From an optimization exercise on the open Yosys and OpenROAD flow, aimed at small area, a short achievable clock period and few clock cycles; shortcuts taken in it are not production practice.
RTL that was checked went through simulation tests only; none was proved equivalent to the original.
Power is estimated from default activity; no workload was simulated.

==> inputs of run D <==
Design rrf_enc, start of the top module:
module rrf_enc #(
    parameter integer MTU       = 1024,
    parameter integer HDR_BYTES = 16
) (
    input  wire        clk,
    input  wire        rst,           
    input  wire        cmd_valid,
    input  wire [31:0] cmd_data,
    output wire        cmd_ready,
    output reg         ev_valid,
    output reg  [1:0]  ev_type,
    output reg  [31:0] ev_data,
    input  wire        ev_ready,
    input  wire [7:0]  csr_addr,
    output reg  [31:0] csr_rdata,
    output wire        idle
);
    localparam integer L = (MTU - HDR_BYTES) * 8;
    localparam [2:0] Q_NORM = 3'd0;    
    localparam [2:0] Q_ABRT = 3'd1;    
    localparam [2:0] Q_TAIL = 3'd2;    
    localparam [2:0] Q_END  = 3'd3;    
    localparam [2:0] Q_GOBA = 3'd4;    
    localparam [1:0] AS_FLUSH = 2'd0;
    localparam [1:0] AS_GOB   = 2'd1;
    localparam [1:0] AS_MB    = 2'd2;
    localparam [1:0] MB_FIT   = 2'd0;
    localparam [1:0] MB_BIG   = 2'd1;
    localparam [1:0] MB_RETRY = 2'd2;
    localparam [3:0] RK_OK0    = 4'h0;
    localparam [3:0] RK_OKBC   = 4'h1;
    localparam [3:0] RK_SENT   = 4'h9;
    localparam [3:0] RK_MBOK   = 4'hA;
    localparam [3:0] RK_RETRY  = 4'hB;
    localparam [3:0] RK_BIG    = 4'hC;
    localparam [3:0] RK_GOBOK  = 4'hD;
    localparam [3:0] RK_SPLIT  = 4'hE;
    localparam [3:0] RK_FAULT  = 4'hF;
    reg [2:0]  sq;
    reg [31:0] cp;
    reg        fault;
    reg [1:0]  fcode;        
    reg [31:0] fault_cmd;
    reg [31:0] fault_cp;
    reg [31:0] acc;
    reg [12:0] room;         
    reg        gob_valid;
    reg [3:0]  gob_gn;
    reg [4:0]  gob_gq;
    reg [31:0] enc_pkt_cnt;
    reg [9:0]  last_bytes;
    reg [2:0]  last_ebit;
    reg        last_m;
    reg        pend;         
    reg        res_pend;
    wire [12:0] bitcount = L - room;
    wire [9:0]  nb_now   = (L / 8) - room[12:3];
  ...
export LEC_CHECK = 0
export CAP_MARGIN = 20
export CORE_MARGIN = 2
export CORE_UTILIZATION = 65
export SETUP_SLACK_MARGIN = 4.4
export SLEW_MARGIN = 20
export SYNTH_HIERARCHICAL = 1
create_clock -name core_clock -period 10.0 [get_ports {clk}]
standard.sh (not shown) runs the stock make flow with config.mk's settings and CLKGATE_MAP_FILE= SYNTH_SCRIPT=/design/flow/synth_recipe.tcl, a recipe that flattens the netlist after the stock synthesis.
==> flow/flow/run.sh <==
#!/bin/bash
set -euo pipefail
export BUFFER_PORTS_ARGS="-buffer_cell sky130_fd_sc_hd__buf_1"
export CTS_ARGS="-sink_clustering_enable -repair_clock_nets -dont_use_dummy_load -buf_list sky130_fd_sc_hd__clkbuf_8 -sink_clustering_size 12 -sink_clustering_max_diameter 60"
bash standard.sh > standard_flow.log 2>&1
==> run G (differences from run D) <==
--- a/flow/design.v
+++ b/flow/design.v
@@ -38,16 +38,17 @@
     localparam [3:0] RK_FAULT  = 4'hF;
     reg [2:0]  sq;
     reg [31:0] cp;
     reg        fault;
     reg [1:0]  fcode;        
     reg [31:0] fault_cmd;
     reg [31:0] fault_cp;
     reg [31:0] acc;
+    reg [5:0]  fill;         
     reg [12:0] room;         
     reg        gob_valid;
     reg [3:0]  gob_gn;
     reg [4:0]  gob_gq;
     reg [31:0] enc_pkt_cnt;
     reg [9:0]  last_bytes;
     reg [2:0]  last_ebit;
     reg        last_m;
@@ -78,17 +79,17 @@
                    op_mb    ? (d[23:16] != 8'd0)  :
                               (d[23:0]  != 24'd0);
     wire n_bad   = op_put && d[5] && (d[4:0] != 5'd0);
     wire hdr_bad = !opc_known || rsv_bad || n_bad;
     wire [1:0] hdr_fcode = !opc_known ? 2'b01 : (rsv_bad ? 2'b10 : 2'b11);
     wire [15:0] nbits   = d[15:0];
     wire        mb_fit  = ({3'd0, room} >= nbits);
     wire        mb_big  = gob_valid ? (nbits > L - 26) : (nbits > L);
-    wire        mb_last  = (fault_cp[10:0] == {10'd0, (fault_cmd[4:0] == 5'd0)});
+    wire        mb_last  = (fault_cp[10:0] == 11'd0);
     wire [1:0]  mb_mode  = fault_cp[12:11];
     wire        pk_put   = !fault_cmd[26];
     wire [1:0]  as_kind  = fault_cmd[26:25];
     wire        send_m   = fault_cmd[23];
     wire [5:0]  put_n    = fault_cmd[5:0];
     wire [5:0]  mb_n     = mb_last ? {(fault_cmd[4:0] == 5'd0), fault_cmd[4:0]} : 6'd32;
     wire        put_ovf  = ({7'd0, put_n} > room);
     wire w_put  = acc_w && !fault && pend && pk_put;
@@ -96,24 +97,24 @@
     wire w_hdr  = acc_w && !fault && !pend;
     wire w_srst = acc_w && (fault ? (d == 32'h01000000) : (!pend && !hdr_bad && op_srst));
     wire q_goba = (sq == Q_GOBA);
     wire q_tail = (sq == Q_TAIL);
     wire ap_left = !q_goba && !q_tail && !(pend && pk_put);    
     wire [5:0] ap_n = q_goba ? 6'd26 : q_tail ? 6'd0 : (pend && pk_put) ? put_n : mb_n;
     wire [31:0] gob_word = {6'd0, 16'h0001, gob_gn, gob_gq, 1'b0};
     wire [31:0] din = q_goba ? gob_word : (q_tail ? 32'd0 : d);
-    wire        empty = (room == L);
-    wire [4:0]  nf    = room[4:0];           
-    wire [4:0]  rot_r = ap_left ? nf : (nf - ap_n[4:0]);
-    wire [63:0] din2  = {din, din} << rot_r;
-    wire [31:0] rot   = din2[63:32];
-    wire [31:0] keep    = empty ? 32'd0 : (32'hFFFFFFFF << nf);    
+    wire [4:0]  rot_r = ap_left ? fill[4:0] : (fill[4:0] + ap_n[4:0]);
+    wire [63:0] din2  = {din, din} >> rot_r;
+    wire [31:0] rot   = din2[31:0];
+    wire [31:0] keep    = ~(32'hFFFFFFFF >> fill);    
     wire [31:0] cur_new = (acc & keep) | (rot & ~keep);
-    wire        spill   = !empty && (ap_n > {1'b0, nf});
+    wire [6:0]  ap_end  = {1'b0, fill} + {1'b0, ap_n};
+    wire        spill   = (ap_end > 7'd32);
+    wire [5:0]  fill_nx = spill ? (ap_end[5:0] - 6'd32) : ap_end[5:0];
     wire do_ap = (w_put && !put_ovf) || (w_mbd && (mb_mode == MB_FIT)) ||
                  (q_goba && out_free);
     wire spill_eff = do_ap && spill;
     wire end_go    = (sq == Q_END) && out_free;
     reg [3:0] rk;
     always @(*) begin
         if (fault)
             rk = RK_FAULT;
@@ -140,16 +141,17 @@
         endcase
     end
     wire [7:0] res_code = (rk == RK_FAULT) ? 8'hFF : (rk == RK_OKBC) ? 8'h00 : {4'd0, rk};
     always @(posedge clk) begin
         if (rst) begin
             sq         <= Q_NORM;
             cp         <= 32'd0;
             fault      <= 1'b0;
+            fill       <= 6'd0;
             room         <= L;
             gob_valid  <= 1'b0;
             gob_gn     <= 4'd0;
             gob_gq     <= 5'd0;
             enc_pkt_cnt<= 32'd0;
             last_bytes <= 10'd0;
             last_ebit  <= 3'd0;
             last_m     <= 1'b0;
@@ -161,29 +163,30 @@
                 ev_valid <= 1'b0;
             if (res_pend && out_free) begin
                 res_pend <= 1'b0;
                 ev_valid <= 1'b1;
                 ev_type  <= 2'd0;
                 ev_data  <= {res_code, res_val};
             end
             acc  <= spill_eff ? rot : cur_new;
+            fill <= do_ap ? fill_nx : fill;
             room <= do_ap ? (room - {7'd0, ap_n}) : room;
             if (spill_eff) begin
                 ev_valid <= 1'b1;
                 ev_type  <= 2'd1;
                 ev_data  <= cur_new;
             end
             cp          <= cp + {31'd0, acc_w};
             enc_pkt_cnt <= enc_pkt_cnt + {31'd0, end_go};
             if (w_hdr) begin
                 fault_cmd <= d;
                 if (op_mb && (d[23:16] == 8'd0))
                     fault_cp <= {cp[31:13], (mb_fit ? MB_FIT : (mb_big ? MB_BIG : MB_RETRY)),
-                                 nbits[15:5]};
+                                 nbits[15:5] - {10'd0, (nbits[4:0] == 5'd0)}};
                 else if (op_gob && (d[23:9] == 15'd0))
                     fault_cp <= {cp[31:12], (room < 26), cp[10:0]};
                 else
                     fault_cp <= cp;
                 if (hdr_bad) begin
                     fault    <= 1'b1;
                     fcode    <= hdr_fcode;
                     res_pend <= 1'b1;
@@ -260,44 +263,46 @@
                 last_bytes  <= 10'd0;
                 last_ebit   <= 3'd0;
                 last_m      <= 1'b0;
                 sq          <= Q_ABRT;
             end
             case (sq)
             Q_ABRT: begin
                 if (out_free) begin
+                    fill <= 6'd0;
                     room <= L;
                     if (streamed) begin
                         ev_valid <= 1'b1;
                         ev_type  <= 2'd3;
                         ev_data  <= 32'd0;
                     end
                     res_pend <= 1'b1;
                     sq       <= Q_NORM;
                 end
             end
             Q_TAIL: begin
                 if (out_free) begin
-                    if (!empty) begin
+                    if (fill != 6'd0) begin
                         ev_valid <= 1'b1;
                         ev_type  <= 2'd1;
                         ev_data  <= cur_new;
                     end
                     sq <= Q_END;
                 end
             end
             Q_END: begin
                 if (out_free) begin
                     ev_valid    <= 1'b1;
                     ev_type     <= 2'd2;
                     ev_data     <= {12'd0, send_m, ebit_now, 6'd0, nb_now};
                     last_bytes  <= nb_now;
                     last_ebit   <= ebit_now;
                     last_m      <= send_m;
+                    fill        <= 6'd0;
                     room          <= L;
                     case (as_kind)
                     AS_FLUSH: begin
                         if (send_m)
                             gob_valid <= 1'b0;
                         res_pend <= 1'b1;
                         sq       <= Q_NORM;
                     end
@@ -320,43 +325,16 @@
                     res_pend <= 1'b1;
                     sq       <= Q_NORM;
                 end
             end
             default: ;
             endcase
         end
     end
-    wire [31:0] csr_w;
-    always @(*) csr_rdata = csr_w;
-    rrf_csr u_csr (
-        .csr_addr(csr_addr), .pend(pend), .gob_valid(gob_valid), .fault(fault), .fcode8(fcode8),
-        .fault_cmd(fault_cmd), .fault_cp(fault_cp), .cp(cp), .bitcount(bitcount),
-        .gob_gq(gob_gq), .gob_gn(gob_gn), .last_m(last_m), .last_ebit(last_ebit),
-        .last_bytes(last_bytes), .enc_pkt_cnt(enc_pkt_cnt), .csr_rdata(csr_w)
-    );
-endmodule
-module rrf_csr (
-    input  wire [7:0]  csr_addr,
-    input  wire        pend,
-    input  wire        gob_valid,
-    input  wire        fault,
-    input  wire [2:0]  fcode8,
-    input  wire [31:0] fault_cmd,
-    input  wire [31:0] fault_cp,
-    input  wire [31:0] cp,
-    input  wire [12:0] bitcount,
-    input  wire [4:0]  gob_gq,
-    input  wire [3:0]  gob_gn,
-    input  wire        last_m,
-    input  wire [2:0]  last_ebit,
-    input  wire [9:0]  last_bytes,
-    input  wire [31:0] enc_pkt_cnt,
-    output reg  [31:0] csr_rdata
-);
     wire hz = (csr_addr[7:4] == 4'h0);
     wire s00 = hz && (csr_addr[3:0] == 4'h0);
     wire s01 = hz && (csr_addr[3:0] == 4'h1) && fault;
     wire s02 = hz && (csr_addr[3:0] == 4'h2) && fault;
     wire s03 = hz && (csr_addr[3:0] == 4'h3);
     wire s08 = hz && (csr_addr[3:0] == 4'h8);
     wire s09 = hz && (csr_addr[3:0] == 4'h9);
     wire s0a = hz && (csr_addr[3:0] == 4'hA);
==> flow/run.sh (new file) <==
#!/bin/bash
# synth_recipe.tcl (not shown) runs the flow's synth.tcl, then flattens the netlist and writes it again
# the make line also repeats each setting of config.mk as NAME=value (left out here)
make -C /OpenROAD-flow-scripts/flow DESIGN_CONFIG=/design/flow/config.mk WORK_HOME=/design/flow/orfs CLKGATE_MAP_FILE= SYNTH_SCRIPT=/design/flow/synth_recipe.tcl finish
Settings changed: CORE_UTILIZATION 65 to 40, SETUP_SLACK_MARGIN 4.4 to 5.0, SYNTH_HIERARCHICAL 1 to default.
removed: flow/flow/run.sh
removed: flow/standard.sh
==> comparison <==
In run D the global-route usage is higher than in run G, by 11 points.
Of run G and run D, run G has the higher die area (gap about 70%, measured against run D).
Of run D and run G, run D has the higher utilization (gap 21 points).
Between run G and run D, the lower sequential cell count is in run D (gap 6).
In run G the critical path depth is higher than in run D, by 3.
Run D passed the timing, design-rule and antenna checks. Run G completed with no timing, DRC or antenna violations.
Of run G and run D, run G has the higher clock power (gap 93%, measured against run D).
Against run D, the worst setup slack of run G is worse by 0.11 ns.
Against run G, the area after synthesis of run D is smaller by about 4%.
Testbench counts of run D, summed over its fixed seeds: cycles 90,432.
Only the layout flow was run in run G; the RTL was not checked for function there.

port drivers added, routing unchanged:
The results above use ideal ports. As a check the final layouts listed here were re-extracted and re-timed, cells and wires unchanged. Step 1 sets driving cells, clkbuf_16 on the clock port and buf_2 on the other inputs (assumed; they add their load-dependent delay and slew). Step 2, shift: input delay + t, output delay - t, t = (earliest + latest rising clock arrival at the registers) / 2. This alone moves slack from input paths to output paths. Slacks: no drivers / after step 1 / after step 2; pairs: no drivers / after step 1.
| run | t (ns) | setup slack, ns | worst hold slack (ns) |
|---|---|---|---|
| run D | 0.616 | 4.355 / 4.309 / 4.126 | 0.473 / 0.473 / 0.473 |
| run G | 0.629 | 4.240 / 4.188 / 4.188 | 0.491 / 0.491 / 0.491 |
After both steps every run listed still meets setup and hold. The setup slack of run D, which loses most, moves by -0.046 ns with the drivers and by -0.229 ns with both steps.
